Background: an optimization exercise with open tools, aiming at small area, a short achievable clock period and few clock cycles. Do not read the settings as production practice. RTL that was checked went through simulation tests only; none was proved equivalent to the original. No functional check of the RTL was part of runs 1 to 5. Power and IR drop assume default switching activity.

## design.v

```verilog
module sctp_dec (
    input  wire        clk,
    input  wire        rst,
    input  wire        in_valid,
    output wire        in_ready,
    input  wire [63:0] in_data,
    input  wire        in_last,
    input  wire [3:0]  in_cnt,
    output reg         ev_valid,
    input  wire        ev_ready,
    output reg  [3:0]  ev_type,
    output reg  [1:0]  ev_refk,
    output reg  [31:0] ev_off,
    output reg  [63:0] ev_value,
    output reg  [31:0] ev_size,
    output reg         ev_fault,
    output reg  [2:0]  ev_cause
);
    localparam [1:0] REF_NULL  = 2'd0;
    localparam [1:0] REF_INBUF = 2'd1;
    localparam [1:0] REF_TEMP  = 2'd2;
    localparam [2:0] C_TRUNCATED = 3'd1;
    localparam [2:0] C_OVERFLOW  = 3'd2;
    localparam [2:0] C_UNKNOWN   = 3'd5;
    reg        e0v, e1v;         
    reg        e0l, e1l;         
    reg [7:0]  e0m, e1m;         
    reg [63:0] e0d, e1d;
    reg [23:0] pb;               
    reg        pl;               
    reg [2:0]  pm;               
    reg        skip;             
    reg        drain;            
    reg [7:0]  oh;               
    reg [2:0]  o;                
    reg [32:0] se;               
    reg [4:0]  sof;
    reg [3:0]  shl;              
    reg [28:0] bpos;             
    assign in_ready = !e1v;
    wire inacc = in_valid && !e1v;
    wire slot_free = !ev_valid || ev_ready;
    reg        e0w;              
    reg        e1w;              
    reg        ek;               
    reg [18:0] mw;               
    wire [151:0] win = {e1d, e0d, pb};
    wire [18:0] cb;              
    genvar gi;
    generate
        for (gi = 0; gi < 19; gi = gi + 1) begin : g_cb
            assign cb[gi] = win[8*gi+7];
        end
    endgenerate
    reg [7:0]  v_adv;            
    reg [7:0]  v_emit;           
    reg [7:0]  v_term;           
    reg [7:0]  v_vlsk;           
    reg [7:0]  v_p1, v_p2;       
    reg [7:0]  v_ohn [0:7];      
    reg [2:0]  v_cs  [0:7];      
    reg [1:0]  v_vh  [0:7];      
    reg [7:0]  ph;
    reg [3:0]  pt, pmt;
    reg [10:0] pkeep;
    reg [10:1] pterm;
    reg [4:0]  pn, pvs, pvn;
    reg        pfound, povf, pok, pvfit, phv;
    reg        c_short, c_fix, c_leb, c_vs, c_vl, c_14, c_15;
    integer i, k;
    always @(*) begin
        for (i = 0; i < 8; i = i + 1) begin
            ph  = win[8*i +: 8];
            pt  = ph[3:0];
            pmt = ph[7:4];
            phv = mw[i];
            c_short = (pt == 4'd12);
            c_14    = (pt == 4'd14);
            c_15    = (pt == 4'd15);
            c_leb   = (pt == 4'd8) || (pt == 4'd9);
            c_vs    = (pt == 4'd13) && (pmt != 4'd15);
            c_vl    = (pt == 4'd13) && (pmt == 4'd15);
            c_fix   = !(c_short || c_14 || c_15 || c_leb || pt == 4'd13);
            pkeep[0] = 1'b1;
            for (k = 1; k <= 10; k = k + 1)
                pkeep[k] = pkeep[k-1] & cb[i+k];
            pvs = 5'd0;
            for (k = 1; k <= 10; k = k + 1) begin
                pterm[k] = pkeep[k-1] & !cb[i+k];
                if (pterm[k]) pvs = pvs | (i + 1 + k);
            end
            pfound = 1'b0;
            for (k = 1; k <= 10; k = k + 1)
                pfound = pfound | (!cb[i+k] & mw[i+k]);
            povf = pkeep[10] & mw[i+10];
            pvfit = 1'b0;
            pvn = 5'd0;
            for (k = 0; k < 15; k = k + 1)
                if (pmt == k) begin
                    pvfit = (i + k < 19) ? mw[i+k] : 1'b0;
                    pvn = i + 1 + k;
                end
            case (pt)
                4'd0, 4'd1:        begin pok = mw[i+1]; pn = i + 2; end
                4'd2, 4'd3:        begin pok = mw[i+2]; pn = i + 3; end
                4'd4, 4'd5, 4'd10: begin pok = mw[i+4]; pn = i + 5; end
                4'd12:             begin pok = 1'b1;    pn = i + 1; end
                4'd8, 4'd9:        begin pok = 1'b1;    pn = pvs;   end
                4'd13:             begin pok = 1'b1;    pn = pvn;   end
                default:           begin pok = mw[i+8]; pn = i + 9; end
            endcase
            v_emit[i] = phv && (c_short || (c_fix && pok) || (c_leb && pfound) || (c_vs && pvfit));
            v_adv[i]  = phv && (c_short || (c_fix && pok) || (c_leb && pfound) || (c_vs && (pvfit || !ek)));
            v_vlsk[i] = phv && c_vl && pfound;
            v_term[i] = (!phv && ek) ||
                        (phv && (c_14 || c_15 ||
                                 ((c_leb || c_vl) && !pfound && (povf || ek)) ||
                                 (c_fix && !pok && ek) ||
                                 (c_vs && !pvfit && ek)));
            v_cs[i] = (!phv || c_15) ? 3'd0 :
                      c_14 ? C_UNKNOWN :
                      ((c_leb || c_vl) && povf) ? C_OVERFLOW : C_TRUNCATED;
            v_p1[i]  = pn[4] | pn[3];
            v_p2[i]  = pn[4];
            v_ohn[i] = 8'd1 << pn[2:0];
            v_vh[i]  = pn[4] ? (e1w ? 2'd0 : e0w ? 2'd1 : 2'd2) :
                       pn[3] ? (e0w ? 2'd0 : 2'd1) : 2'd0;
        end
    end
    wire adv   = |(oh & v_adv);
    wire emit  = |(oh & v_emit);
    wire term  = |(oh & v_term);
    wire vlsk  = |(oh & v_vlsk);
    wire a_p1  = |(oh & v_p1);
    wire a_p2  = |(oh & v_p2);
    reg [7:0] ohn;
    reg [2:0] cause;
    reg [1:0] vs_hi;
    always @(*) begin
        ohn = 8'd0; cause = 3'd0; vs_hi = 2'd0;
        for (i = 0; i < 8; i = i + 1)
            if (oh[i]) begin
                ohn   = ohn   | v_ohn[i];
                cause = cause | v_cs[i];
                vs_hi = vs_hi | v_vh[i];
            end
    end
    wire [119:0] xs4 = o[2] ? win[151:32] : win[119:0];
    wire [103:0] xs2 = o[1] ? xs4[119:16] : xs4[103:0];
    wire [87:0]  x   = o[0] ? xs2[95:8]   : xs2[87:0];
    wire [3:0]  t = x[3:0];
    wire [3:0]  m = x[7:4];
    wire        vl = (m == 4'd15);
    reg [9:0]  keep;
    reg [63:0] lval;
    reg        fill;
    reg        lsign;
    reg [3:0]  nb;               
    always @(*) begin
        keep[0] = 1'b1;
        for (k = 1; k < 10; k = k + 1)
            keep[k] = keep[k-1] & x[8*k+7];
        nb = 4'd0;
        lsign = 1'b0;
        for (k = 1; k <= 10; k = k + 1)
            if (keep[k-1] && !x[8*k+7]) begin
                nb = nb | k[3:0];
                if (k < 10) lsign = lsign | x[8*k+6];
            end
        fill = t[0] && !t[2] && lsign;       
        for (k = 0; k < 9; k = k + 1)
            lval[7*k +: 7] = keep[k] ? x[8*(k+1) +: 7] : {7{fill}};
        lval[63] = keep[9] ? x[80] : fill;
    end
    reg [3:0]  fw;
    reg        fbit;
    reg [63:0] fval;
    always @(*) begin
        case (t)
            4'd0, 4'd1:        fw = 4'd1;
            4'd2, 4'd3:        fw = 4'd2;
            4'd4, 4'd5, 4'd10: fw = 4'd4;
            default:           fw = 4'd8;
        endcase
        case (t)
            4'd0:    fbit = x[15];
            4'd2:    fbit = x[23];
            4'd4:    fbit = x[39];
            default: fbit = 1'b0;
        endcase
        for (k = 0; k < 8; k = k + 1)
            fval[8*k +: 8] = (k < fw) ? x[8*(k+1) +: 8] : {8{fbit}};
    end
    wire [28:0] bm1 = bpos - 29'd1;
    wire [28:0] bp1 = bpos + 29'd1;
    wire [27:0] bh1 = bpos[28:1] + 28'd1;
    wire [28:0] bp2 = {bh1, bpos[0]};
    wire [31:0] hpos = {(o < 3'd3) ? bm1 : bpos, o - 3'd3};
    wire [31:0] qpos = {(o < 3'd2) ? bm1 : bpos, o - 3'd2};
    wire        vl_huge = |lval[63:32];
    reg [3:0]  r_type;
    reg [1:0]  r_refk;
    reg [31:0] r_off;
    reg [63:0] r_value;
    reg [31:0] r_size;
    always @(*) begin
        r_type = t; r_refk = REF_INBUF; r_off = qpos; r_value = fval; r_size = {28'd0, fw};
        if (term) begin
            r_type = (cause == 3'd0) ? 4'd15 : 4'd0; r_refk = REF_NULL;
            r_off = (cause == 3'd0) ? 32'd0 : hpos;
            r_value = 64'd0; r_size = 32'd0;
        end else begin
            case (t)
                4'd12: begin
                    r_off = hpos; r_value = {60'd0, m}; r_size = 32'd1;
                end
                4'd8, 4'd9: begin
                    r_refk = REF_TEMP; r_off = 32'd0; r_value = lval; r_size = 32'd8;
                end
                4'd13: begin
                    if (!emit) r_off = hpos;
                    r_value = {32'd0, qpos};
                    r_size = vl ? lval[31:0] : {28'd0, m};
                end
                default: ;
            endcase
        end
    end
    wire        s_small = (se[32:5] == 28'd0);
    wire [5:0]  s_es    = {1'b0, se[4:0]} + {1'b0, sof};
    wire [20:0] mw1     = {1'b0, mw, 1'b1};
    wire        s_fit   = s_small && (s_es < 6'd20) && mw1[s_es[4:0]];
    wire        s_ge8   = !s_small || (s_es[5:3] != 3'd0);
    wire        s_ge16  = !s_small || (s_es[5:4] != 2'd0);
    wire [31:0] s_q     = ev_off + {28'd0, shl};
    wire [29:0] se_dec  = se[32:3] - 30'd1;
    wire [5:0]  s_es_m8 = s_es - 6'd8;
    wire hdr   = !skip && !drain;
    wire hstep = hdr && slot_free;
    wire t_nb  = pl || (e0v && e0l) || (e0v && e1v && e1l);
    wire t_p2  = !pl && e0v && e1v && !e0l;
    wire t_p1  = !pl && e0v && (e0l || !e1v);
    wire h_p2  = e1w && a_p2;
    wire h_p1  = e0w && a_p1 && !h_p2;
    reg pop1, pop2, newbuf, sk_emit, sk_fault;
    always @(*) begin
        pop1 = 1'b0; pop2 = 1'b0; newbuf = 1'b0; sk_emit = 1'b0; sk_fault = 1'b0;
        if (drain) begin
            pop1 = e0v;
            newbuf = e0v && e0l;
        end else if (skip) begin
            if (s_fit) begin
                sk_emit = 1'b1;
                pop2 = s_ge16 && e1w;
                pop1 = s_ge8 && e0w && !pop2;
            end else if (ek) begin
                sk_fault = 1'b1;
                newbuf = 1'b1;
                pop1 = !pl && e0l;
                pop2 = !pl && !e0l;
            end else begin
                pop1 = s_ge8 && e0w;
            end
        end else if (slot_free) begin
            pop2   = (adv && h_p2) || (term && t_p2);
            pop1   = (adv && h_p1) || (term && t_p1);
            newbuf = term && t_nb;
        end
    end
    wire [7:0] imask = in_last ? therm8(in_cnt) : 8'hff;
    function [7:0] therm8(input [3:0] c);
        integer j;
        for (j = 0; j < 8; j = j + 1)
            therm8[j] = (j < c);
    endfunction
    reg       n_e0v, n_e1v, n_e0l, n_e1l, n_pl;
    reg [7:0] n_e0m, n_e1m;
    reg [2:0] n_pm;
    always @(*) begin
        n_e0v = e0v; n_e1v = e1v; n_e0l = e0l; n_e1l = e1l;
        n_e0m = e0m; n_e1m = e1m; n_pl = pl; n_pm = pm;
        if (pop2) begin
            n_e0v = 1'b0;
            n_e1v = 1'b0;
        end else if (pop1) begin
            if (e1v) begin
                n_e0v = 1'b1; n_e0l = e1l; n_e0m = e1m;
                n_e1v = 1'b0;
            end else begin
                n_e0v = inacc; n_e0l = in_last; n_e0m = imask;
            end
        end else if (inacc) begin
            if (e0v) begin
                n_e1v = 1'b1; n_e1l = in_last; n_e1m = imask;
            end else begin
                n_e0v = 1'b1; n_e0l = in_last; n_e0m = imask;
            end
        end
        if (newbuf) begin
            n_pl = 1'b0;
            n_pm = 3'b111;
        end else if (pop2) begin
            n_pl = e1l;
            n_pm = e1m[7:5];
        end else if (pop1) begin
            n_pl = e0l;
            n_pm = e0m[7:5];
        end
    end
    wire        n_e0w = n_e0v && !n_pl;
    wire        n_e1w = n_e0w && !n_e0l && n_e1v;
    wire        n_ek  = n_pl || (n_e0v && (n_e0l || (n_e1v && n_e1l)));
    wire [18:0] n_mw  = {n_e1m & {8{n_e1w}}, n_e0m & {8{n_e0w}}, n_pm};
    always @(posedge clk) begin
        if (!e1v)
            e1d <= in_data;
        if (pop1 && e1v)
            e0d <= e1d;
        else if (pop1 || !e0v)
            e0d <= in_data;
        if (pop2)
            pb <= e1d[63:40];
        else if (pop1)
            pb <= e0d[63:40];
        if (rst) begin
            e0v <= 1'b0; e1v <= 1'b0; e0l <= 1'b0; e1l <= 1'b0;
            e0m <= 8'd0; e1m <= 8'd0;
            pl <= 1'b0; pm <= 3'b111;
            e0w <= 1'b0; e1w <= 1'b0; ek <= 1'b0; mw <= 19'b111;
            skip <= 1'b0; drain <= 1'b0;
            oh <= 8'b0000_1000;
            o <= 3'd3;
            se <= 33'd0;
            sof <= 5'd0;
            shl <= 4'd0;
            bpos <= 29'd0;
            ev_valid <= 1'b0;
        end else begin
            e0v <= n_e0v; e1v <= n_e1v; e0l <= n_e0l; e1l <= n_e1l;
            e0m <= n_e0m; e1m <= n_e1m; pl <= n_pl; pm <= n_pm;
            e0w <= n_e0w; e1w <= n_e1w; ek <= n_ek; mw <= n_mw;
            if (newbuf)
                bpos <= 29'd0;
            else if (pop2)
                bpos <= bp2;
            else if (pop1)
                bpos <= bp1;
            if (newbuf) begin
                skip <= 1'b0; drain <= 1'b0;
                oh <= 8'b0000_1000;
                o <= 3'd3;
            end else if (skip) begin
                if (sk_emit) skip <= 1'b0;
                oh <= 8'd1 << s_es[2:0];
                o <= s_es[2:0];
                if (s_small) begin
                    se  <= {27'd0, pop1 ? s_es_m8 : s_es};
                    sof <= 5'd0;
                end else begin
                    if (pop1) se <= {se_dec, se[2:0]};
                end
            end else if (hstep) begin
                if (term) drain <= 1'b1;
                if (adv) begin
                    oh <= ohn;
                    o  <= {ohn[7] | ohn[6] | ohn[5] | ohn[4],
                           ohn[7] | ohn[6] | ohn[3] | ohn[2],
                           ohn[7] | ohn[5] | ohn[3] | ohn[1]};
                end
                if (adv && !emit) begin          
                    skip <= 1'b1;
                    se   <= {28'd0, vs_hi, ohn[7] | ohn[6] | ohn[5] | ohn[4],
                             ohn[7] | ohn[6] | ohn[3] | ohn[2],
                             ohn[7] | ohn[5] | ohn[3] | ohn[1]};
                    sof  <= 5'd0;
                    shl  <= 4'd1;
                end
                if (vlsk) begin                  
                    skip <= 1'b1;
                    se   <= vl_huge ? {33{1'b1}} : {1'b0, lval[31:0]};
                    sof  <= {2'b00, o} + {1'b0, nb} + 5'd1;
                    shl  <= nb + 4'd1;
                end
            end
            if (ev_valid && ev_ready)
                ev_valid <= 1'b0;
            if (hstep) begin
                ev_valid <= emit || term;
                ev_type  <= r_type;
                ev_refk  <= r_refk;
                ev_off   <= r_off;
                ev_value <= r_value;
                ev_size  <= r_size;
                ev_fault <= term && (cause != 3'd0);
                ev_cause <= term ? cause : 3'd0;
            end else if (sk_emit) begin
                ev_valid <= 1'b1;
                ev_off   <= s_q;
                ev_value <= {32'd0, s_q};
            end else if (sk_fault) begin
                ev_valid <= 1'b1;
                ev_type  <= 4'd0;
                ev_refk  <= REF_NULL;
                ev_value <= 64'd0;
                ev_size  <= 32'd0;
                ev_fault <= 1'b1;
                ev_cause <= C_TRUNCATED;
            end
        end
    end
endmodule
```

## config.mk

```make
export PLATFORM = sky130hd
export DESIGN_NAME = sctp_dec
export DESIGN_NICKNAME = sctp_dec
export VERILOG_FILES = /design/flow/design.v
export SDC_FILE = /design/flow/constraint.sdc
export NUM_CORES = 4
export LEC_CHECK = 0
export CAP_MARGIN = 20
export CORE_MARGIN = 2
export CORE_UTILIZATION = 40
export SETUP_SLACK_MARGIN = 1
export SLEW_MARGIN = 20
```

## run.sh

```bash
#!/bin/bash
# synth_recipe.tcl (not shown) runs the flow's synth.tcl, then flattens the netlist and writes it again
# the make line also repeats each setting of config.mk as NAME=value (left out here)
make -C /OpenROAD-flow-scripts/flow DESIGN_CONFIG=/design/flow/config.mk WORK_HOME=/design/flow/orfs CLKGATE_MAP_FILE= SYNTH_SCRIPT=/design/flow/synth_recipe.tcl finish
```

## constraint.sdc

```tcl
create_clock -name core_clock -period 6.0 [get_ports {clk}]
set_input_delay 1.2000 -clock core_clock [delete_from_list [all_inputs] [get_ports {clk}]]
set_output_delay 1.2000 -clock core_clock [all_outputs]
set_load 0.01 [all_outputs]
```

==> impl_metrics.env, run 1 <==
export IMPL_status="no timing/DRC/antenna violations"
export IMPL_grt_total_usage_pct=37.0
export IMPL_holdPathEnd="sof[0]"
export IMPL_r2r_start="mw[11]"
export IMPL_wl_um=158000
export IMPL_antenna_found_initial=7
export IMPL_setup_viol=0
export IMPL_period_minus_slack_ps=5020
export IMPL_max_cap_violations=0
export IMPL_first_global_vias=30605
export IMPL_nFillCells=7840
export IMPL_nets=3992
export IMPL_num_rows=104
export IMPL_area_delta_synth_final_pct=16.8
export IMPL_setup_slack_ps=984
export IMPL_clk_pin_slew_worst_paths_ps=70
export IMPL_start_kind="flop"
export IMPL_holdBufCountCts=0
export IMPL_postPlaceCellArea_um2=36200
export IMPL_max_vdd_ir_drop_mv=0.401
export IMPL_holdPathStages=2
export IMPL_rsz0062_at_grt="false"
export IMPL_cts_tree="yes"
export IMPL_cts_root_buf="clkbuf_16"
export IMPL_pre_cts_ws_ps=666
export IMPL_syn_nets=3867
export IMPL_io_pins=213
export IMPL_dieWidth_um=289
export IMPL_worstSkewPairLatency_ps=640
export IMPL_grt_pass1_wl_um=224000
export IMPL_cts_htree_levels=2
export IMPL_p_sw_share_pct=53.7
export IMPL_hpwl_um=123000
export IMPL_worst_path_buf_inv=2
export IMPL_finalCritPeriodShare_pct=83.6
export IMPL_critical_path_required_ps=6380
export IMPL_syn_avg_cell_area_um2=8.62
export IMPL_dr_total_vias=33416
export IMPL_drt_initial_drc_count=4705
export IMPL_drc=0
export IMPL_hold_viol=0
export IMPL_report_final_slew_viol_count=0
export IMPL_start_util_pct=40.3
export IMPL_critPathMaxFanout=31
export IMPL_worst_slew_pin_slew_ps=1160
export IMPL_crit_family="simple AND/OR/NAND/NOR gates"
export IMPL_reg2reg_slack_ps=980
export IMPL_syn_area_um2=32400
export IMPL_worstSetupPathType="flop to flop"
export IMPL_min_path_type="flop to flop"
export IMPL_grt_start_max_net_pins=65
export IMPL_drtPass1Iterations=6
export IMPL_synth_seq_area_share_pct=34.7
export IMPL_internal_power_mw=12.7
export IMPL_switchingPower_mw=14.7
export IMPL_vias_per_cell=6.70
export IMPL_cts_buffers=48
export IMPL_cts_buffer_depth=3
export IMPL_final_cell_count_no_fill=4986
export IMPL_power_share_clock_pct=11.1
export IMPL_ys_warnings_count=4
export IMPL_wl_per_cell_um=31.7
export IMPL_cellLeakagePower_nw=13.6
export IMPL_p_total_mw=27.4
export IMPL_stdcell_area_um2=37900
export IMPL_fmax_mhz=199
export IMPL_multi_input_area_um2=19700
export IMPL_synth_main_ff_cell="edfxtp_1"
export IMPL_slew_headroom_pct=22.3
export IMPL_fp_dieH_um=289
export IMPL_ant_nets=0
export IMPL_r2r_end="ev_off[2]"
export IMPL_dieArea_um2=83400
export IMPL_cts_sinks=418
export IMPL_comb_power_share_pct=65.7
export IMPL_fin_skew_ps=29.7
export IMPL_core_area_um2=80400
export IMPL_port_buffers=212
export IMPL_critPathMaxStageDelay_ps=790
export IMPL_power_per_cell_area_nw_per_um2=723
export IMPL_grt_overflow_total=0
export IMPL_synth_edf_count=290
export IMPL_synthCells=3762
export IMPL_end_kind="flop"
export IMPL_seqCellArea_um2=11300
export IMPL_tns_ps=0
export IMPL_ys_seq_elements=418
export IMPL_rr_worst_depth=13
export IMPL_slowest_stage="dfxtp_1"
export IMPL_async_flop_share_pct=0
export IMPL_seq_power_share_pct=23.3
export IMPL_drive_above_1_share_pct=14.1
export IMPL_placed_cells=4891
export IMPL_gp_congestion=1.10
export IMPL_hold_path_startpoint="sof[0]"
export IMPL_critPathArrivalTime_ps=5390
export IMPL_cp_cell_sequence="nor2b_1, a221oi_2, buf_4, nand4_1, nand4_1, a2bb2oi_1, and4_1, and2_2, buf_4, nor2_1, nor2_1, o221ai_1, a31o_2"
export IMPL_synth_cell_types=95
==> worst max-delay path by stage <==
| stage | startpoint | to | slack, ps | cells after the start |
|---|---|---|---|---|
| after floorplan | e0d[6] | e0d[0] | 1110 | 13 |
| after global placement | mw[6] | sof[4] | 550 | 12 |
| after detailed placement | e1d[23] | sof[4] | 670 | 13 |
| after CTS | mw[8] | se[13] | 970 | 12 |
| after global routing | e0d[12] | sof[4] | 1010 | 12 |
| final | mw[11] | ev_off[2] | 980 | 13 |
==> per-stage QoR <==
| step | hold WS (ps) | util [%] |
|---|---|---|
| 4_1_cts | 470 | 47.0 |
| 3_5_place_dp | 461 | 45.0 |
| 5_1_grt | 484 | 47.1 |
| 2_1_floorplan | 436 | - |
| 3_3_place_gp | 448 | 45.0 |
| 6_report | 466 | 47.1 |
==> flip-flops by register name (all words and copies together), names as in the netlist, 24 cells and up <==
name,count
ev_value,64
se,33
bpos,29
pb,24
ev_size,32
e1d,64
ev_off,32
e0d,64
==> layout by cell type (no fill, tap or decap), types with 116 or more instances in the layout <==
| cell type | netlist | final |
|---|---|---|
| o21ai_0 | 223 | 223 |
| a21oi_1 | 219 | 217 |
| nor2_1 | 325 | 321 |
| nand2_1 | 421 | 418 |
| nand3_1 | 117 | 116 |
| clkdlybuf4s50_1 | 0 | 211 |
| mux2i_1 | 119 | 119 |
| dfxtp_1 | 128 | 122 |
| buf_4 | 5 | 179 |
| mux2_2 | 144 | 144 |
| edfxtp_1 | 290 | 290 |
==> power by group through the flow <==
| stage | clock (mW) | combinational (mW) | sequential [mW] |
|---|---|---|---|
| 6_report | 3.04 | 18.0 | 6.37 |
| 5_1_grt | 3.19 | 18.9 | 6.43 |
| 4_1_cts | 3.09 | 17.3 | 6.28 |
| 3_5_place_dp | 0 | 17.2 | 6.33 |
| 3_3_place_gp | 0 | 17.2 | 6.32 |
| 2_1_floorplan | 0 | 10.6 | 5.39 |
==> what timing repair did <==
item / CTS / global route
pin swaps: 1 / 2
gates resized for setup: 2 / 11
cloned: 0 / 1
buffers inserted: 2 / 3
setup endpoints to repair: 47 / 71
==> routing by layer <==
| metal | GRT usage (%) | vias up | wire [um] |
|---|---|---|---|
| met3 | 9.87 | 453 | 18500 |
| met5 | 0 | - | 31 |
| li1 | - | 14576 | - |
| met1 | 52.4 | 16172 | 66400 |
| met2 | 51.2 | 2211 | 63200 |
| met4 | 19.3 | 4 | 9810 |
==> logic make-up (layout without fill, tap and decap cells) <==
| family | after synthesis | in the layout | share of synthesized area (%) |
|---|---|---|---|
| adder cells (fa/ha/maj) | 32 | 32 | 1.30 |
| other | 0 | 1 | 0 |
| XOR/XNOR | 110 | 110 | 2.97 |
| AND/OR/NAND/NOR | 1382 | 1382 | 20.8 |
| multiplexers | 318 | 318 | 12.5 |
| AO/OA/AOI/OAI | 1085 | 1086 | 22.6 |
| flip-flops | 418 | 418 | 34.7 |
| buffers and inverters | 417 | 579 | 5.07 |
==> cell usage after synthesis, types with 41 or more instances <==
cell | instances | share of area (%)
a211oi_1 | 64 | 1.5
a21oi_1 | 219 | 3.4
a31oi_1 | 66 | 1.3
and2_1 | 42 | 0.81
buf_2 | 47 | 0.73
clkbuf_1 | 249 | 2.9
dfxtp_1 | 128 | 7.9
edfxtp_1 | 290 | 27
inv_1 | 87 | 1.0
mux2_2 | 144 | 5.0
mux2i_1 | 119 | 3.7
mux4_2 | 55 | 3.8
nand2_1 | 421 | 4.9
nand2b_1 | 49 | 0.95
nand3_1 | 117 | 1.8
nand4_1 | 48 | 0.93
nor2_1 | 325 | 3.8
nor2b_1 | 45 | 0.87
nor3_1 | 100 | 1.5
nor4_1 | 41 | 0.79
o21ai_0 | 223 | 3.4
o22ai_1 | 80 | 1.5
xnor2_1 | 74 | 2.0
==> worst register-to-register path: stages, from the launching register on <==
cell and delay, ps:
dfxtp_1 790, nor2b_1 570, a221oi_2 150, buf_4 240, nand4_1 90, nand4_1 190, a2bb2oi_1 490, and4_1 450
and2_2 320, buf_4 370, nor2_1 280, nor2_1 380, o221ai_1 190, a31o_2 260
==> final cells by class <==
cell class                 instances  share of cell area, %
clock buffer                      58                   3.35
tap                             1060                   3.50
timing repair buffer             400                   9.61
sequential                       418                   29.8
inverter                          91                  0.905
clock inverter                    30                  0.885
multi-input combinational       2928                   52.0
antenna                            1                0.00660
==> run 2: changes to the inputs <==
--- a/config.mk
+++ b/config.mk
@@ -10,3 +10,3 @@
 export CORE_UTILIZATION = 40
-export SETUP_SLACK_MARGIN = 1
+export SETUP_SLACK_MARGIN = 2
 export SLEW_MARGIN = 20
==> run 2 against run 1 <==
Die area did not move. Via count rose by 6.5%. Hold slack improved by 2.7 ps. Maximum frequency rose by 20%. Register-to-register slack improved by 840 ps. Count of clock-buffer cells in the layout rose by 1. Utilization rose by 5.9 points. Flip-flop and latch count did not move. Final area rose by 12%. Clock skew rose by 5.4 ps. Critical path type unchanged. Largest cell class unchanged. Largest power group unchanged.
==> impl_metrics.env, run 2 <==
export IMPL_status="no timing/DRC/antenna violations"
export IMPL_rsz0062_at_grt="true"
export IMPL_critPathArrivalTime_ps=4660
export IMPL_seq_power_share_pct=18.9
export IMPL_met1_usage_pct=56.9
export IMPL_ys_seq_elements=418
export IMPL_stdcell_area_um2=42600
export IMPL_mostFrequentLayoutCells="nand2_1, buf_4, nor2_1"
export IMPL_drt_initial_drc_count=5481
export IMPL_num_rows=104
export IMPL_end_kind="flop"
export IMPL_wl_um=175000
export IMPL_cts_sinks=418
export IMPL_holdBufCountCts=0
export IMPL_finalCritPeriodShare_pct=69.6
export IMPL_clk_pin_slew_worst_paths_ps=70
export IMPL_fin_util_pct=53.0
export IMPL_cellLeakagePower_nw=15.6
export IMPL_yosysMostFrequentCell="nand2_1"
export IMPL_p_sw_share_pct=52.7
export IMPL_synthCells=3762
export IMPL_hpwl_um=130000
export IMPL_cts_buffer_depth=3
export IMPL_p_total_mw=31.4
export IMPL_cts_htree_levels=2
export IMPL_worstSetupPathType="flop to flop"
export IMPL_first_global_vias=31397
export IMPL_max_vdd_ir_drop_mv=0.383
export IMPL_nFillCells=7500
export IMPL_comb_power_share_pct=70.9
export IMPL_syn_area_um2=32400
export IMPL_gp_congestion=1.11
export IMPL_dieArea_um2=83400
export IMPL_critPathMaxFanout=11
export IMPL_async_flop_share_pct=0
export IMPL_synth_area_leaders="edfxtp_1, dfxtp_1, mux2_2"
export IMPL_synth_edf_count=290
export IMPL_gr_max_usage_layer="met1"
export IMPL_grt_overflow_total=0
export IMPL_critical_path_required_ps=6490
export IMPL_syn_nets=3867
export IMPL_met2_usage_pct=55.3
export IMPL_grt_start_max_net_pins=65
export IMPL_synth_cell_types=95
export IMPL_setup_viol=0
export IMPL_power_per_cell_area_nw_per_um2=737
export IMPL_drtPass1Iterations=6
export IMPL_hold_viol=0
export IMPL_worst_slew_pin_slew_ps=1250
export IMPL_final_common_cell="nand2_1"
export IMPL_synth_top_cell_area_share_pct=26.8
export IMPL_worstSkewPairLatency_ps=640
export IMPL_synth_main_ff_cell="edfxtp_1"
export IMPL_nets=4269
export IMPL_io_pins=213
export IMPL_synth_seq_area_share_pct=34.7
export IMPL_area_delta_synth_final_pct=31.4
export IMPL_dieWidth_um=289
export IMPL_port_buffers=212
export IMPL_synth_common_cells="nand2_1, nor2_1, edfxtp_1"
export IMPL_grt_total_usage_pct=39.9
export IMPL_top_regs="e0d: 64 flops, e1d: 64 flops, ev_value: 64 flops"
export IMPL_switchingPower_mw=16.6
export IMPL_syn_avg_cell_area_um2=8.62
export IMPL_start_util_pct=40.3
export IMPL_drc=0
export IMPL_core_area_um2=80400
export IMPL_slew_headroom_pct=16.3
export IMPL_cts_tree="yes"
export IMPL_postPlaceCellArea_um2=36100
export IMPL_drive_above_1_share_pct=26.5
export IMPL_start_kind="flop"
export IMPL_cts_root_buf="clkbuf_16"
export IMPL_min_path_type="flop to flop"
export IMPL_yosys_area_top_type="edfxtp_1"
export IMPL_period_minus_slack_ps=4170
export IMPL_wl_per_cell_um=33.3
export IMPL_tns_ps=0
export IMPL_grtUsageMet3_pct=10.3
export IMPL_power_share_clock_pct=10.1
export IMPL_ant_nets=0
export IMPL_fmax_mhz=240
export IMPL_dr_total_vias=35599
export IMPL_antenna_found_initial=7
export IMPL_cts_buffers=49
export IMPL_vias_per_cell=6.75
export IMPL_ys_warnings_count=4
export IMPL_report_final_slew_viol_count=0
export IMPL_fin_skew_ps=35.2
export IMPL_internal_power_mw=14.8
export IMPL_max_cap_violations=0
export IMPL_fp_dieH_um=289
export IMPL_grt_pass1_wl_um=239000
==> run 2: cell count changes in the layout (fill, tap and decap cells not counted), sizes merged, moves of 2 or more <==
| cell | delta |
|---|---|
| clkinvlp | +3 |
| buf | +259 |
| mux2 | +2 |
| bufbuf | +2 |
| bufinv | +2 |
| clkbuf | +11 |
| clkinv | -7 |
| diode | +9 |
| inv | +3 |
==> run 2: cell type report <==
cell class              instances  area, um^2  share of cell area [%]
diodes                         10        25.0                  0.0587
repair buffers                671        6400                    15.0
clock buffers                  59        1310                    3.06
multi-input cells            2933       21500                    50.5
inverters                      91         358                   0.840
clock inverters                31         379                   0.890
well taps                    1060        1330                    3.11
flip-flops and latches        418       11300                    26.5
==> run 2: timing repair <==
action                                  in CTS  in global routing
setup buffers                              155                106
pin swaps                                   34                102
endpoints found under the setup margin     566                447
resized for setup                          165                352
gates cloned                                 7                 16
==> run 2: cell families after synthesis <==
family | after synthesis | share of synthesized area (%)
AOI/OAI and AO/OA | 1085 | 22.6
xor gates and xnor gates | 110 | 2.97
adders and majority gates | 32 | 1.30
buffers and inverters | 417 | 5.07
DFF | 418 | 34.7
muxes | 318 | 12.5
and+or+nand+nor | 1382 | 20.8
==> run 2: power by group through the flow <==
stage	Sequential, mW	Clock, mW	Combinational, mW
after floorplan	5.37	0	10.6
after global placement	6.22	0	17.6
after detailed placement	6.24	0	17.5
after CTS	5.86	3.22	19.2
after global routing	5.99	3.31	23.1
final	5.94	3.18	22.3
==> run 2: final timing paths <==
check | startpoint | endpoint | slack [ps] | depth (start not counted)
setup / recovery | o[1] | se[7] | 1830 | 14
hold / removal | shl[0] | shl[0] | 470 | 2
setup reg to reg | o[1] | se[7] | 1830 | 14
hold reg to reg | shl[0] | shl[0] | 470 | 2
==> run 2: metrics by stage <==
stage / hold slack [ps] / cells / setup WS, ps
6_report: 469 / 5273 / 1830
2_1_floorplan: 436 / 3762 / 2070
3_5_place_dp: 459 / 4889 / 862
3_3_place_gp: 446 / 4889 / 844
5_1_grt: 486 / 5263 / 1720
4_1_cts: 468 / 5141 / 1900
==> run 2: worst max-delay path: stages (launching register included) <==
cell and delay [ps]:
dfxtp_4 420, buf_12 120, buf_16 140, mux2i_1 930, a221oi_1 380, nor4_1 350, a21oi_1 140, nor4_2 360
o21a_4 260, buf_4 130, a21boi_4 180, buf_6 150, o32ai_2 100, nor4_2 280, nor3_1 70
==> run 2: per-layer routing <==
metal / part of all wire (%) / up-vias / routed length, um
met5: 0.064 / - / 112
met3: 13 / 510 / 22000
met2: 40 / 2645 / 69800
li1: - / 15160 / -
met4: 6.7 / 4 / 11700
met1: 41 / 17280 / 71800
==> run 3: changes to the inputs <==
--- a/design.v
+++ b/design.v
@@ -108,3 +108,3 @@
                 4'd8, 4'd9:        begin pok = 1'b1;    pn = pvs;   end
-                4'd13:             begin pok = 1'b1;    pn = pvn;   end
+                4'd13:             begin pok = 1'b1;    pn = (pmt == 4'd15) ? pvs : pvn; end
                 default:           begin pok = mw[i+8]; pn = i + 9; end
@@ -264,4 +264,4 @@
         end else if (slot_free) begin
-            pop2   = (adv && h_p2) || (term && t_p2);
-            pop1   = (adv && h_p1) || (term && t_p1);
+            pop2   = ((adv || vlsk) && h_p2) || (term && t_p2);
+            pop1   = ((adv || vlsk) && h_p1) || (term && t_p1);
             newbuf = term && t_nb;
@@ -380,3 +380,5 @@
                     se   <= vl_huge ? {33{1'b1}} : {1'b0, lval[31:0]};
-                    sof  <= {2'b00, o} + {1'b0, nb} + 5'd1;
+                    sof  <= {vs_hi, ohn[7] | ohn[6] | ohn[5] | ohn[4],
+                             ohn[7] | ohn[6] | ohn[3] | ohn[2],
+                             ohn[7] | ohn[5] | ohn[3] | ohn[1]};
                     shl  <= nb + 4'd1;
--- a/config.mk
+++ b/config.mk
@@ -9,3 +9,3 @@
 export CORE_MARGIN = 2
-export CORE_UTILIZATION = 40
+export CORE_UTILIZATION = 65
 export SETUP_SLACK_MARGIN = 2
==> run 3 against run 2 <==
The run now fails in 5_1_grt. Synthesized cell count fell by 2.0%. Area after synthesis shrank 0.62%.
==> impl_metrics.env, run 3 <==
export IMPL_status="aborted with a tool error"
export IMPL_lastStage="5_1_grt"
export IMPL_firstError="[ERROR GRT-0116] Global routing finished with congestion. Check the congestion regions in the DRC Viewer."
export IMPL_cts_sinks=418
export IMPL_dieWidth_um=227
export IMPL_grt_pass1_wl_um=262000
export IMPL_cts_root_buf="clkbuf_16"
export IMPL_synth_area_leaders="edfxtp_1, dfxtp_1, mux4_2"
export IMPL_gp_congestion=1.22
export IMPL_synth_edf_count=290
export IMPL_synth_common_cells="nand2_1, nor2_1, edfxtp_1"
export IMPL_grt_total_usage_pct=70.2
export IMPL_cts_htree_levels=2
export IMPL_synth_cell_types=111
export IMPL_syn_avg_cell_area_um2=8.74
export IMPL_synth_main_ff_cell="edfxtp_1"
export IMPL_io_pins=213
export IMPL_synth_seq_area_share_pct=35.0
export IMPL_synth_top_cell_area_share_pct=27.0
export IMPL_hpwl_um=104000
export IMPL_yosysMostFrequentCell="nand2_1"
export IMPL_syn_area_um2=32200
export IMPL_fp_dieH_um=227
export IMPL_num_rows=81
export IMPL_cts_buffers=44
export IMPL_port_buffers=212
export IMPL_ys_seq_elements=418
export IMPL_synthCells=3686
export IMPL_placed_cells=4363
export IMPL_cts_buffer_depth=3
export IMPL_grt_start_max_net_pins=72
export IMPL_first_global_vias=39071
export IMPL_async_flop_share_pct=0
export IMPL_syn_nets=3787
export IMPL_start_util_pct=65.8
export IMPL_ys_warnings_count=4
export IMPL_grt_overflow_total=4
export IMPL_yosys_area_top_type="edfxtp_1"
## run 3: cell types whose count changed after synthesis, moves of 29 or more
| cell | previous run | this run |
|---|---|---|
| o22ai_1 | 80 | 114 |
| a211oi_1 | 64 | 35 |
| mux2_2 | 144 | 106 |
| mux4_2 | 55 | 92 |
| a21oi_1 | 219 | 169 |
| clkbuf_1 | 249 | 214 |
| nand2_1 | 421 | 496 |
## run 3: how the worst max path moves through the flow
stage	from	end	slack, ps
2_1_floorplan	se[0]	ev_value[0]	2000
3_3_place_gp	o[1]	ev_value[20]	940
3_5_place_dp	e0d[7]	ev_off[25]	820
4_1_cts	sof[0]	e0d[36]	1850
## run 3: cells by family after synthesis
kind of cell / count (synthesis) / synth area share [%]
buffers and inverters: 390 / 4.96
adders and majority gates: 28 / 1.13
DFF: 418 / 35.0
and+or+nand+nor: 1453 / 21.8
xor gates and xnor gates: 127 / 3.45
AOI/OAI and AO/OA: 973 / 20.5
muxes: 297 / 13.2
## run 3: repair_timing
| item | 4_1_cts |
|---|---|
| hold buffers | 0 |
| endpoints found under the hold margin | 0 |
| pin swaps | 65 |
| resized for setup | 248 |
| setup endpoints to repair | 578 |
| cloned | 18 |
| buffers inserted | 214 |
## run 3: power groups by stage
stage / registers (mW) / clock network [mW] / logic (mW)
CTS: 5.67 / 2.75 / 16.6
detailed placement: 6.09 / 0 / 14.4
floorplan: 5.28 / 0 / 9.65
global placement: 6.01 / 0 / 14.0
## run 3: layer usage
layer / track usage, % / overflow
met1: 71.5 / 0
met2: 88.2 / 1
met3: 53.2 / 0
met4: 67.2 / 3
met5: 19.6 / 0
## run 3: metrics by stage
| stage | instance area, um^2 | hold WS (ps) | setup WS, ps |
|---|---|---|---|
| detailed placement | 34900 | 453 | 824 |
| CTS | 39600 | 460 | 1850 |
| floorplan | 32300 | 436 | 2000 |
| global placement | 34900 | 446 | 935 |
==> run 4: changes to the inputs <==
--- a/design.v
+++ b/design.v
@@ -10,7 +10,7 @@
     input  wire        ev_ready,
-    output reg  [3:0]  ev_type,
-    output reg  [1:0]  ev_refk,
+    output wire [3:0]  ev_type,
+    output wire [1:0]  ev_refk,
     output reg  [31:0] ev_off,
-    output reg  [63:0] ev_value,
-    output reg  [31:0] ev_size,
+    output wire [63:0] ev_value,
+    output wire [31:0] ev_size,
     output reg         ev_fault,
@@ -18,2 +18,12 @@
 );
+    reg [3:0]  ev_ty;
+    reg [1:0]  ev_rk;
+    reg        ev_vq;
+    reg [63:0] ev_v;
+    reg [31:0] ev_sz;
+    reg        ev_z;
+    assign ev_type  = ev_z ? (ev_fault ? 4'd0 : 4'd15) : ev_ty;
+    assign ev_refk  = ev_z ? 2'd0 : ev_rk;
+    assign ev_value = ev_z ? 64'd0 : {ev_v[63:32], ev_vq ? ev_off : ev_v[31:0]};
+    assign ev_size  = ev_z ? 32'd0 : ev_sz;
     localparam [1:0] REF_NULL  = 2'd0;
@@ -200,29 +210,24 @@
     wire        vl_huge = |lval[63:32];
-    reg [3:0]  r_type;
     reg [1:0]  r_refk;
-    reg [31:0] r_off;
     reg [63:0] r_value;
     reg [31:0] r_size;
+    reg [31:0] r_off;
+    reg        r_vq;
     always @(*) begin
-        r_type = t; r_refk = REF_INBUF; r_off = qpos; r_value = fval; r_size = {28'd0, fw};
-        if (term) begin
-            r_type = (cause == 3'd0) ? 4'd15 : 4'd0; r_refk = REF_NULL;
-            r_off = (cause == 3'd0) ? 32'd0 : hpos;
-            r_value = 64'd0; r_size = 32'd0;
-        end else begin
-            case (t)
-                4'd12: begin
-                    r_off = hpos; r_value = {60'd0, m}; r_size = 32'd1;
-                end
-                4'd8, 4'd9: begin
-                    r_refk = REF_TEMP; r_off = 32'd0; r_value = lval; r_size = 32'd8;
-                end
-                4'd13: begin
-                    if (!emit) r_off = hpos;
-                    r_value = {32'd0, qpos};
-                    r_size = vl ? lval[31:0] : {28'd0, m};
-                end
-                default: ;
-            endcase
-        end
+        r_refk = REF_INBUF; r_value = fval; r_size = {28'd0, fw}; r_off = qpos; r_vq = 1'b0;
+        case (t)
+            4'd12: begin
+                r_value = {60'd0, m}; r_size = 32'd1; r_off = hpos;
+            end
+            4'd8, 4'd9: begin
+                r_refk = REF_TEMP; r_value = lval; r_size = 32'd8; r_off = 32'd0;
+            end
+            4'd13: begin
+                r_value = 64'd0; r_vq = 1'b1;
+                r_size = vl ? lval[31:0] : {28'd0, m};
+                if (!emit) r_off = hpos;
+            end
+            default: ;
+        endcase
+        if (term) r_off = (cause == 3'd0) ? 32'd0 : hpos;
     end
@@ -234,4 +239,4 @@
     wire        s_ge16  = !s_small || (s_es[5:4] != 2'd0);
-    wire [31:0] s_q     = ev_off + {28'd0, shl};
     wire [29:0] se_dec  = se[32:3] - 30'd1;
+    wire [31:0] s_q     = ev_off + {28'd0, shl};
     wire [5:0]  s_es_m8 = s_es - 6'd8;
@@ -379,2 +384,3 @@
                     skip <= 1'b1;
+                    shl  <= nb + 4'd1;
                     se   <= vl_huge ? {33{1'b1}} : {1'b0, lval[31:0]};
@@ -383,3 +389,2 @@
                              ohn[7] | ohn[5] | ohn[3] | ohn[1]};
-                    shl  <= nb + 4'd1;
                 end
@@ -390,7 +395,9 @@
                 ev_valid <= emit || term;
-                ev_type  <= r_type;
-                ev_refk  <= r_refk;
+                ev_ty    <= t;
+                ev_rk    <= r_refk;
                 ev_off   <= r_off;
-                ev_value <= r_value;
-                ev_size  <= r_size;
+                ev_vq    <= r_vq;
+                ev_v     <= r_value;
+                ev_sz    <= r_size;
+                ev_z     <= term;
                 ev_fault <= term && (cause != 3'd0);
@@ -400,9 +407,5 @@
                 ev_off   <= s_q;
-                ev_value <= {32'd0, s_q};
             end else if (sk_fault) begin
                 ev_valid <= 1'b1;
-                ev_type  <= 4'd0;
-                ev_refk  <= REF_NULL;
-                ev_value <= 64'd0;
-                ev_size  <= 32'd0;
+                ev_z     <= 1'b1;
                 ev_fault <= 1'b1;
--- a/config.mk
+++ b/config.mk
@@ -9,3 +9,3 @@
 export CORE_MARGIN = 2
-export CORE_UTILIZATION = 65
+export CORE_UTILIZATION = 40
 export SETUP_SLACK_MARGIN = 2
==> run 4 against run 3 <==
The run now finishes clean. Area after synthesis fell by 1.0%. Synthesized cell count rose by 1.7%.
==> impl_metrics.env, run 4 <==
export IMPL_first_global_vias=31509
export IMPL_synth_main_ff_cell="edfxtp_1"
export IMPL_rr_worst_depth=17
export IMPL_start_util_pct=40.4
export IMPL_synth_seq_area_share_pct=35.5
export IMPL_synth_top_cell_area_share_pct=27.5
export IMPL_critPathMaxFanout=6
export IMPL_setup_slack_ps=1750
export IMPL_num_rows=103
export IMPL_grt_total_usage_pct=36.5
export IMPL_holdPathEnd="mw[3]"
export IMPL_drive_above_1_share_pct=27.0
export IMPL_ant_nets=0
export IMPL_grt_start_max_net_pins=87
export IMPL_start_kind="flop"
export IMPL_area_delta_synth_final_pct=35.1
export IMPL_yosys_area_top_type="edfxtp_1"
export IMPL_r2r_end="bpos[22]"
export IMPL_power_per_cell_area_nw_per_um2=647
export IMPL_setup_viol=0
export IMPL_grt_overflow_total=0
export IMPL_worstSkewPairLatency_ps=640
export IMPL_synth_edf_count=292
export IMPL_critPathArrivalTime_ps=4800
export IMPL_nFillCells=7146
export IMPL_cts_htree_levels=2
export IMPL_cellLeakagePower_nw=16.0
export IMPL_pre_cts_ws_ps=604
export IMPL_r2r_start="mw[7]"
export IMPL_wl_um=157000
export IMPL_fin_util_pct=54.5
export IMPL_ys_warnings_count=4
export IMPL_slew_headroom_pct=18.3
export IMPL_ys_seq_elements=420
export IMPL_drc=0
export IMPL_worst_slew_pin_slew_ps=1210
export IMPL_period_minus_slack_ps=4250
export IMPL_grt_pass1_wl_um=222000
export IMPL_hold_viol=0
export IMPL_dieWidth_um=286
export IMPL_cts_sinks=420
export IMPL_worstSetupPathType="flop to flop"
export IMPL_fp_dieH_um=286
export IMPL_max_vdd_ir_drop_mv=0.337
export IMPL_drt_initial_drc_count=5110
export IMPL_status="no timing/DRC/antenna violations"
export IMPL_end_kind="flop"
export IMPL_wl_per_cell_um=29.9
export IMPL_synth_common_cells="nand2_1, nor2_1, edfxtp_1"
export IMPL_holdPathStages=2
export IMPL_cts_buffers=48
export IMPL_io_pins=213
export IMPL_rsz0062_at_grt="true"
export IMPL_async_flop_share_pct=0
export IMPL_syn_avg_cell_area_um2=8.51
export IMPL_antenna_found_initial=8
export IMPL_hold_path_startpoint="e0m[0]"
export IMPL_mostFrequentLayoutCells="nand2_1, nor2_1, buf_4"
export IMPL_syn_area_um2=31900
export IMPL_top_regs="e0d: 64 flops, e1d: 64 flops, ev_v: 64 flops"
export IMPL_min_path_type="flop to flop"
export IMPL_nets=4278
export IMPL_fin_skew_ps=61.1
export IMPL_fmax_mhz=236
export IMPL_syn_nets=3850
export IMPL_synth_cell_types=99
export IMPL_max_cap_violations=0
export IMPL_drtPass1Iterations=9
export IMPL_gp_congestion=1.07
export IMPL_synthCells=3749
export IMPL_crit_start="mw[7]"
export IMPL_synth_area_leaders="edfxtp_1, dfxtp_1, nand2_1"
export IMPL_hpwl_um=109000
export IMPL_final_common_cell="nand2_1"
export IMPL_finalCritPeriodShare_pct=70.8
export IMPL_clk_pin_slew_worst_paths_ps=70
export IMPL_vias_per_cell=6.55
export IMPL_dr_total_vias=34499
export IMPL_port_buffers=212
export IMPL_cts_buffer_depth=3
export IMPL_reg2reg_slack_ps=1750
export IMPL_core_area_um2=79000
export IMPL_tns_ps=0
export IMPL_critical_path_required_ps=6550
export IMPL_yosysMostFrequentCell="nand2_1"
export IMPL_cts_root_buf="clkbuf_16"
export IMPL_report_final_slew_viol_count=0
export IMPL_cts_tree="yes"
export IMPL_dieArea_um2=82000
==> run 4: changes by cell type after synthesis, sizes merged, moves of 19 or more <==
cell / before / now
mux2i: 97 / 153
o22ai: 116 / 65
nand2: 497 / 448
a31oi: 63 / 37
mux4: 92 / 66
nor2: 349 / 377
xnor2: 72 / 48
xor2: 55 / 36
o21ai: 214 / 243
or4: 13 / 33
a21oi: 170 / 275
nor3: 93 / 113
nor2b: 48 / 103
==> run 4: metrics by stage <==
step                      instances  area (um^2)  total power, mW  hold WS (ps)
final                          5270        43100             27.9           444
after global routing           5268        43100             28.9           487
after CTS                      5148        40300             25.5           401
after detailed placement       4826        35200             20.4           455
after global placement         4826        35200             20.5           447
after floorplan                3749        32000             14.3           431
==> run 4: critical path, cell delays in order, from the launching register on <==
cell and delay (ps):
dfxtp_4 400, buf_4 170, nor2b_2 180, a221o_2 410
o31a_1 360, a41oi_2 370, o311a_1 300, and3_2 350
a31oi_4 170, a211oi_4 270, buf_6 170, buf_6 90
buf_8 120, nor2b_4 50, a21oi_4 280, clkbuf_16 230
o31ai_4 50, a21oi_1 210
==> run 4: where the power goes <==
| part | leakage (nW) | switching (mW) | total [mW] | internal [mW] |
|---|---|---|---|---|
| sequential | 3.98 | 1.24 | 5.81 | 4.56 |
| clock | 0.773 | 1.33 | 3.07 | 1.74 |
| combinational | 11.2 | 11.5 | 19.0 | 7.50 |
==> run 4: timing repair <==
action / in CTS / in global routing
pin swaps: 60 / 189
endpoints found under the setup margin: 440 / 402
gates cloned: 23 / 12
resized for setup: 301 / 398
hold buffers: 0 / 0
buffers inserted: 210 / 106
==> run 4: kinds of logic after synthesis <==
| family | count (synthesis) | synth area share, % |
|---|---|---|
| muxes | 311 | 12.7 |
| adders and majority gates | 28 | 1.15 |
| DFF | 420 | 35.5 |
| and+or+nand+nor | 1519 | 23.3 |
| AOI/OAI and AO/OA | 985 | 20.0 |
| buffers and inverters | 402 | 5.04 |
| xor gates and xnor gates | 84 | 2.31 |
==> run 4: cell type report <==
cell class	count	area (um^2)	share of cell area, %
diodes	4	10.0	0.0232
clock buffers	60	1270	2.94
clock inverters	29	347	0.804
inverters	94	374	0.868
multi-input cells	2933	21500	49.9
flip-flops and latches	420	11400	26.4
well taps	1050	1310	3.05
repair buffers	680	6880	16.0
==> run 4: worst max path at each step <==
stage,endpoint,slack [ps],cells after the start
finish,bpos[22],1750,17
global route,bpos[22],1650,18
CTS,e0d[42],1760,14
detailed placement,mw[11],600,13
global placement,mw[11],650,13
floorplan,mw[3],2010,12
==> run 4: per-layer routing <==
layer | wire length [um] | up-vias | share of wire, % | track usage (%)
li1 | - | 14904 | - | -
met4 | 13300 | 6 | 8.4 | 24.1
met2 | 67400 | 2379 | 43 | 55.0
met1 | 58800 | 16588 | 37 | 46.8
met5 | 73 | - | 0.046 | 0
met3 | 17800 | 622 | 11 | 8.77
==> run 5: changes to the inputs <==
--- a/design.v
+++ b/design.v
@@ -12,3 +12,3 @@
     output wire [1:0]  ev_refk,
-    output reg  [31:0] ev_off,
+    output wire [31:0] ev_off,
     output wire [63:0] ev_value,
@@ -20,9 +20,16 @@
     reg [1:0]  ev_rk;
-    reg        ev_vq;
+    reg [31:0] ev_hp;            
+    reg [3:0]  ev_ad;            
+    reg        ev_oz;            
+    reg        ev_vq;            
     reg [63:0] ev_v;
     reg [31:0] ev_sz;
-    reg        ev_z;
+    reg        ev_z;             
+    wire [4:0]  ev_ql = {1'b0, ev_hp[3:0]} + {1'b0, ev_ad};
+    wire [27:0] ev_qi = ev_hp[31:4] + 28'd1;
+    wire [31:0] ev_q  = {ev_ql[4] ? ev_qi : ev_hp[31:4], ev_ql[3:0]};
     assign ev_type  = ev_z ? (ev_fault ? 4'd0 : 4'd15) : ev_ty;
     assign ev_refk  = ev_z ? 2'd0 : ev_rk;
-    assign ev_value = ev_z ? 64'd0 : {ev_v[63:32], ev_vq ? ev_off : ev_v[31:0]};
+    assign ev_off   = ev_oz ? 32'd0 : ev_q;
+    assign ev_value = ev_z ? 64'd0 : {ev_v[63:32], ev_vq ? ev_q : ev_v[31:0]};
     assign ev_size  = ev_z ? 32'd0 : ev_sz;
@@ -47,3 +54,2 @@
     reg [4:0]  sof;
-    reg [3:0]  shl;              
     reg [28:0] bpos;             
@@ -213,12 +219,12 @@
     reg [31:0] r_size;
-    reg [31:0] r_off;
-    reg        r_vq;
+    reg [3:0]  r_ad;
+    reg        r_oz, r_vq;
     always @(*) begin
-        r_refk = REF_INBUF; r_value = fval; r_size = {28'd0, fw}; r_off = qpos; r_vq = 1'b0;
+        r_refk = REF_INBUF; r_value = fval; r_size = {28'd0, fw}; r_ad = 4'd1; r_oz = 1'b0; r_vq = 1'b0;
         case (t)
             4'd12: begin
-                r_value = {60'd0, m}; r_size = 32'd1; r_off = hpos;
+                r_value = {60'd0, m}; r_size = 32'd1; r_ad = 4'd0;
             end
             4'd8, 4'd9: begin
-                r_refk = REF_TEMP; r_value = lval; r_size = 32'd8; r_off = 32'd0;
+                r_refk = REF_TEMP; r_value = lval; r_size = 32'd8; r_oz = 1'b1;
             end
@@ -227,3 +233,3 @@
                 r_size = vl ? lval[31:0] : {28'd0, m};
-                if (!emit) r_off = hpos;
+                r_ad = vl ? nb + 4'd1 : 4'd1;
             end
@@ -231,3 +237,2 @@
         endcase
-        if (term) r_off = (cause == 3'd0) ? 32'd0 : hpos;
     end
@@ -240,3 +245,2 @@
     wire [29:0] se_dec  = se[32:3] - 30'd1;
-    wire [31:0] s_q     = ev_off + {28'd0, shl};
     wire [5:0]  s_es_m8 = s_es - 6'd8;
@@ -339,3 +343,2 @@
             sof <= 5'd0;
-            shl <= 4'd0;
             bpos <= 29'd0;
@@ -380,3 +383,2 @@
                     sof  <= 5'd0;
-                    shl  <= 4'd1;
                 end
@@ -384,3 +386,2 @@
                     skip <= 1'b1;
-                    shl  <= nb + 4'd1;
                     se   <= vl_huge ? {33{1'b1}} : {1'b0, lval[31:0]};
@@ -397,3 +398,5 @@
                 ev_rk    <= r_refk;
-                ev_off   <= r_off;
+                ev_hp    <= hpos;
+                ev_ad    <= term ? 4'd0 : r_ad;
+                ev_oz    <= term ? (cause == 3'd0) : r_oz;
                 ev_vq    <= r_vq;
@@ -406,5 +409,5 @@
                 ev_valid <= 1'b1;
-                ev_off   <= s_q;
             end else if (sk_fault) begin
                 ev_valid <= 1'b1;
+                ev_ad    <= 4'd0;
                 ev_z     <= 1'b1;
==> run 5 against run 4 <==
Largest power group unchanged. Clock skew down 33 ps. Via count down 4.8%. Sequential share of layout area up 0.21 points. Critical path depth down 2. Critical path type is now flop to primary output. Global-route usage down 2.4 points. Utilization up 0.98 points.
==> impl_metrics.env, run 5 <==
export IMPL_drtPass1Iterations=7
export IMPL_max_vdd_ir_drop_mv=0.390
export IMPL_p_sw_share_pct=48.9
export IMPL_worstSkewPairLatency_ps=620
export IMPL_syn_avg_cell_area_um2=9.02
export IMPL_clk_pin_slew_worst_paths_ps=60
export IMPL_internal_power_mw=13.0
export IMPL_setup_viol=0
export IMPL_top_regs="e0d: 64 flops, e1d: 64 flops, ev_v: 64 flops"
export IMPL_slew_headroom_pct=9.68
export IMPL_fmax_mhz=217
export IMPL_hpwl_um=95200
export IMPL_grt_overflow_total=0
export IMPL_cts_buffers=48
export IMPL_fp_dieH_um=284
export IMPL_cts_sinks=421
export IMPL_ys_warnings_count=4
export IMPL_setup_slack_ps=1390
export IMPL_power_share_clock_pct=12.0
export IMPL_wl_per_cell_um=29.4
export IMPL_synth_main_ff_cell="edfxtp_1"
export IMPL_worst_slew_pin_slew_ps=1350
export IMPL_status="no timing/DRC/antenna violations"
export IMPL_stdcell_area_um2=43000
export IMPL_wl_um=147000
export IMPL_critical_path_required_ps=4800
export IMPL_vias_per_cell=6.57
export IMPL_report_final_slew_viol_count=0
export IMPL_yosys_area_top_type="edfxtp_1"
export IMPL_period_minus_slack_ps=4610
export IMPL_start_kind="flop"
export IMPL_holdBufCountCts=0
export IMPL_finalCritPeriodShare_pct=76.8
export IMPL_dieArea_um2=80600
export IMPL_cts_buffer_depth=3
export IMPL_port_buffers=212
export IMPL_mostFrequentLayoutCells="nand2_1, buf_4, nor2_1"
export IMPL_core_area_um2=77500
export IMPL_synth_area_leaders="edfxtp_1, dfxtp_1, mux4_2"
export IMPL_postPlaceCellArea_um2=34300
export IMPL_seqCellArea_um2=11400
export IMPL_syn_area_um2=31300
export IMPL_drive_above_1_share_pct=30.9
export IMPL_pre_cts_ws_ps=891
export IMPL_cts_tree="yes"
export IMPL_gp_congestion=1.06
export IMPL_hold_viol=0
export IMPL_area_delta_synth_final_pct=37.3
export IMPL_dieWidth_um=284
export IMPL_nets=4020
export IMPL_io_pins=213
export IMPL_tns_ps=0
export IMPL_critPathArrivalTime_ps=3410
export IMPL_ys_seq_elements=421
export IMPL_cellLeakagePower_nw=16.1
export IMPL_seq_power_share_pct=23.9
export IMPL_cts_htree_levels=2
export IMPL_yosysMostFrequentCell="nand2_1"
export IMPL_rsz0062_at_grt="true"
export IMPL_final_common_cell="nand2_1"
export IMPL_synth_common_cells="nand2_1, nor2_1, edfxtp_1"
export IMPL_start_util_pct=40.4
export IMPL_drt_initial_drc_count=4831
export IMPL_synth_cell_types=104
export IMPL_grt_total_usage_pct=34.2
export IMPL_comb_power_share_pct=64.1
export IMPL_syn_nets=3575
export IMPL_synthCells=3475
export IMPL_grt_pass1_wl_um=207000
export IMPL_critPathMaxFanout=5
export IMPL_switchingPower_mw=12.5
export IMPL_cts_root_buf="clkbuf_16"
export IMPL_dr_total_vias=32830
export IMPL_num_rows=102
export IMPL_synth_edf_count=297
export IMPL_antenna_found_initial=3
export IMPL_power_per_cell_area_nw_per_um2=593
export IMPL_drc=0
export IMPL_max_cap_violations=0
export IMPL_fin_skew_ps=28.6
export IMPL_nFillCells=6736
export IMPL_fin_util_pct=55.5
export IMPL_synth_seq_area_share_pct=36.4
export IMPL_first_global_vias=30137
export IMPL_multi_input_area_um2=21500
export IMPL_async_flop_share_pct=0
export IMPL_end_kind="primary output"
export IMPL_min_path_type="flop to flop"
export IMPL_ant_nets=0
export IMPL_worstSetupPathType="flop to primary output"
export IMPL_grt_start_max_net_pins=77
export IMPL_synth_top_cell_area_share_pct=28.5
run 5: cell count changes in the layout (fill, tap and decap cells not counted), sizes merged, moves of 30 or more:
cell,change
buf,+47
nor3,-43
nand2,-66
clkdlybuf4s50,-54
a211oi,+52
a21oi,-130
o221ai,+30
o21ai,-76
run 5: what timing repair did:
item	in CTS	in global routing
resized for setup	678	311
buffers inserted	267	76
cloned	32	12
pin swaps	108	139
setup endpoints to repair	455	419
run 5: final timing paths:
path | startpoint | slack (ps) | endpoint | depth (start not counted)
worst min register to register | se[29] | 480 | se[29] | 2
worst max register to register | e0d[31] | 1530 | se[15] | 21
worst min-delay path | se[29] | 480 | se[29] | 2
worst max-delay path | ev_hp[0] | 1390 | ev_value[28] | 15
run 5: worst max-delay path, stage by stage (launching register included):
cell and delay [ps]:
edfxtp_1 380, ha_2 210, fa_2 340, a21o_1 190, a21oi_4 260, nand2b_4 210
nor2_4 40, and3_4 140, nor2b_4 130, nand2_4 120, nor2_4 70, nand3_2 100
xor2_2 210, buf_4 160, a211oi_2 50, buf_2 170
run 5: power by group through the flow:
stage	combinational, mW	sequential (mW)	clock, mW
4_1_cts	14.5	5.93	3.08
3_3_place_gp	11.4	6.45	0
6_report	16.3	6.08	3.06
3_5_place_dp	11.4	6.46	0
2_1_floorplan	7.74	5.07	0
5_1_grt	17.0	6.11	3.20
run 5: layout make-up:
type                    instances  share of cell area (%)
diodes                          2                  0.0116
clock buffers                  59                    3.06
clock inverters                29                   0.687
inverters                      94                   0.867
multi-input cells            2685                    50.0
flip-flops and latches        421                    26.6
well taps                    1040                    3.03
repair buffers                670                    15.7
run 5: metrics by stage:
stage | std cells | hold WS [ps] | total power [mW]
after floorplan | 3475 | 442 | 12.8
after CTS | 4910 | 483 | 23.5
after global routing | 4998 | 501 | 26.3
final | 5000 | 480 | 25.5
after detailed placement | 4523 | 463 | 17.8
after global placement | 4523 | 466 | 17.8
run 5: cells by family (layout without fill, tap and decap cells):
kind of cell | Yosys count | count (layout) | synth area share, %
AO/OA/AOI/OAI | 827 | 830 | 18.4
XOR/XNOR | 90 | 90 | 2.52
adder cells (fa/ha/maj) | 27 | 27 | 1.13
buffers and inverters | 383 | 852 | 5.07
flip-flops | 421 | 421 | 36.4
multiplexers | 326 | 327 | 13.7
other | 0 | 2 | 0
AND/OR/NAND/NOR | 1401 | 1411 | 22.8
run 5: per-layer routing:
layer  GRT usage, %  up-vias  part of all wire [%]
met4           19.1        6                   7.5
li1               -    13996                     -
met5          0.179        -                 0.032
met3           9.65      611                    12
met1           44.2    15911                    37
met2           51.3     2306                    43
==> run 6: changes to the inputs <==
--- a/design.v
+++ b/design.v
@@ -27,5 +27,3 @@
     reg        ev_z;             
-    wire [4:0]  ev_ql = {1'b0, ev_hp[3:0]} + {1'b0, ev_ad};
-    wire [27:0] ev_qi = ev_hp[31:4] + 28'd1;
-    wire [31:0] ev_q  = {ev_ql[4] ? ev_qi : ev_hp[31:4], ev_ql[3:0]};
+    wire [31:0] ev_q = ev_hp + {28'd0, ev_ad};
     assign ev_type  = ev_z ? (ev_fault ? 4'd0 : 4'd15) : ev_ty;
--- a/config.mk
+++ b/config.mk
@@ -9,3 +9,3 @@
 export CORE_MARGIN = 2
-export CORE_UTILIZATION = 40
+export CORE_UTILIZATION = 50
 export SETUP_SLACK_MARGIN = 2
==> run 6 against run 5 <==
The layout now fails its checks (max-capacitance violations, max-slew violations). Final cell count is 2.6% lower. Final area is 4.2% lower. Maximum frequency is 2.7% higher. Via count is 4.4% higher. Hold slack worse by 8.7 ps. Critical endpoint is now ev_value[26]. Highest routed layer unchanged.
==> impl_metrics.env, run 6 <==
export IMPL_so_violations="max-capacitance violations, max-slew violations"
export IMPL_status="failed layout checks"
export IMPL_syn_nets=3670
export IMPL_drtPass1Iterations=13
export IMPL_rsz0062_at_grt="true"
export IMPL_max_vdd_ir_drop_mv=0.447
export IMPL_hold_viol=0
export IMPL_synth_common_cells="nand2_1, nor2_1, edfxtp_1"
export IMPL_hold_path_startpoint="sof[4]"
export IMPL_worstSkewPairLatency_ps=630
export IMPL_drt_initial_drc_count=5906
export IMPL_cts_htree_levels=2
export IMPL_worstSetupPathType="flop to primary output"
export IMPL_wl_per_cell_um=31.6
export IMPL_wl_um=154000
export IMPL_reg2reg_slack_ps=1560
export IMPL_critPathArrivalTime_ps=3290
export IMPL_core_area_um2=61800
export IMPL_fp_dieH_um=254
export IMPL_critPathMaxFanout=3
export IMPL_end_kind="primary output"
export IMPL_min_path_type="flop to flop"
export IMPL_placed_cells=4429
export IMPL_tns_ps=0
export IMPL_power_per_cell_area_nw_per_um2=620
export IMPL_ys_seq_elements=421
export IMPL_holdBufCountCts=0
export IMPL_dieWidth_um=254
export IMPL_clk_pin_slew_worst_paths_ps=60
export IMPL_rr_worst_depth=14
export IMPL_cellLeakagePower_nw=15.3
export IMPL_synth_area_leaders="edfxtp_1, dfxtp_1, nand2_1"
export IMPL_yosysMostFrequentCell="nand2_1"
export IMPL_synth_seq_area_share_pct=36.4
export IMPL_top_regs="e0d: 64 flops, e1d: 64 flops, ev_v: 64 flops"
export IMPL_nets=4094
export IMPL_worst_slew_pin_slew_ps=1600
export IMPL_synth_edf_count=297
export IMPL_num_rows=91
export IMPL_dr_total_vias=34286
export IMPL_drc=0
export IMPL_holdPathStages=2
export IMPL_critical_path_required_ps=4800
export IMPL_final_common_cell="nand2_1"
export IMPL_cts_buffers=47
export IMPL_io_pins=213
export IMPL_cts_root_buf="clkbuf_16"
export IMPL_mostFrequentLayoutCells="nand2_1, nor2_1, buf_4"
export IMPL_syn_area_um2=31400
export IMPL_grt_overflow_total=0
export IMPL_ys_warnings_count=4
export IMPL_ant_nets=0
export IMPL_yosys_area_top_type="edfxtp_1"
export IMPL_cts_tree="yes"
export IMPL_slew_headroom_pct=-6.95
export IMPL_async_flop_share_pct=0
export IMPL_dieArea_um2=64700
export IMPL_period_minus_slack_ps=4490
export IMPL_report_final_slew_viol_count=18
export IMPL_r2r_end="e0d[9]"
export IMPL_fmax_mhz=223
export IMPL_hpwl_um=101000
export IMPL_finalCritPeriodShare_pct=74.8
export IMPL_gp_congestion=1.07
export IMPL_start_kind="flop"
export IMPL_r2r_start="ek"
export IMPL_area_delta_synth_final_pct=31.4
export IMPL_syn_avg_cell_area_um2=8.78
export IMPL_cts_sinks=421
export IMPL_synth_main_ff_cell="edfxtp_1"
export IMPL_max_cap_violations=1
export IMPL_holdPathEnd="sof[4]"
export IMPL_antenna_found_initial=5
export IMPL_fin_skew_ps=22.8
export IMPL_cts_buffer_depth=3
export IMPL_first_global_vias=30303
export IMPL_synthCells=3571
export IMPL_grt_total_usage_pct=42.9
export IMPL_port_buffers=212
export IMPL_start_util_pct=50.7
export IMPL_synth_cell_types=100
export IMPL_final_cell_count_no_fill=4871
export IMPL_grt_start_max_net_pins=137
export IMPL_grt_pass1_wl_um=203000
export IMPL_drive_above_1_share_pct=26.7
export IMPL_synth_top_cell_area_share_pct=28.4
export IMPL_vias_per_cell=7.04
export IMPL_setup_viol=0
## run 6: cell types whose count changed in the layout (fill, tap and decap cells not counted), moves of 32 or more
cell,before,now
nor3_1,59,94
mux2_2,42,84
nand2_1,326,388
a211oi_2,46,14
mux2_4,70,13
a21oi_1,124,175
o21ai_0,132,176
## run 6: power by group
group,internal (mW),switching [mW]
clock network,1.75,1.26
registers,4.53,1.20
logic,6.47,10.3
## run 6: worst max-delay path by stage
stage / cells past startpoint / startpoint / end / slack, ps
detailed placement: 13 / mw[13] / mw[17] / 1020
CTS: 14 / ev_ad[0] / ev_value[30] / 1620
finish: 13 / ev_hp[0] / ev_value[26] / 1510
floorplan: 4 / rst / ev_hp[0] / 720
global route: 13 / ev_hp[0] / ev_value[26] / 1430
global placement: 13 / mw[13] / mw[17] / 880
## run 6: logic make-up after synthesis
| logic type | after synthesis | synth area share, % |
|---|---|---|
| adders and majority gates | 26 | 1.09 |
| buffers and inverters | 390 | 5.12 |
| DFF | 421 | 36.4 |
| and+or+nand+nor | 1465 | 23.3 |
| AOI/OAI and AO/OA | 884 | 19.2 |
| muxes | 304 | 12.7 |
| xor gates and xnor gates | 81 | 2.26 |
## run 6: stage by stage
stage	instance area (um^2)	power, mW	util [%]	hold WS (ps)	setup WS (ps)
after floorplan	31400	13.7	-	436	721
after global placement	34200	19.0	55.3	447	879
after detailed placement	34200	19.2	55.3	461	1020
after CTS	38000	22.4	61.4	469	1620
after global routing	41200	26.2	66.6	490	1430
final	41200	25.6	66.6	471	1510
## run 6: cell type report
class | count | area, um^2
Sequential cell | 421 | 11500
Antenna cell | 3 | 7.51
Multi-Input combinational cell | 2766 | 20400
Timing Repair Buffer | 663 | 6290
Clock buffer | 65 | 1340
Tap cell | 837 | 1050
Clock inverter | 20 | 260
Inverter | 96 | 373
Fill cell | 4791 | 20600
## run 6: layer usage
layer	vias up	part of all wire (%)	track usage, %
met4	2	10	29.7
met3	833	13	11.7
met1	16208	34	53.1
met2	2995	42	65.3
met5	-	0.047	0
li1	14248	-	-
## run 6: worst max-delay path: stages, from the launching register on
cell      delay, ps
edfxtp_1        370
ha_2            210
fa_2            370
a21o_1          230
a21oi_4         250
nor2_4           70
nand2_2         100
nor2_4           50
and2_4          160
nand2b_4        110
xor2_2          310
buf_4           210
a211oi_2         60
buf_2           170
## run 6: timing repair
action	in CTS	in global routing
gates resized for setup	351	371
setup endpoints to repair	438	405
cloned	5	27
setup buffers	170	152
pin swaps	48	123
Testbench counts of run 6, summed over its fixed seeds: cycles 17,586.

Check on run 6: ideal ports give 1.511 ns setup slack; a clkbuf_16 on the clock port and buf_2 on the inputs give 1.449 ns; moving port delays by the midpoint clock arrival (0.676 ns) as well gives 1.340 ns.
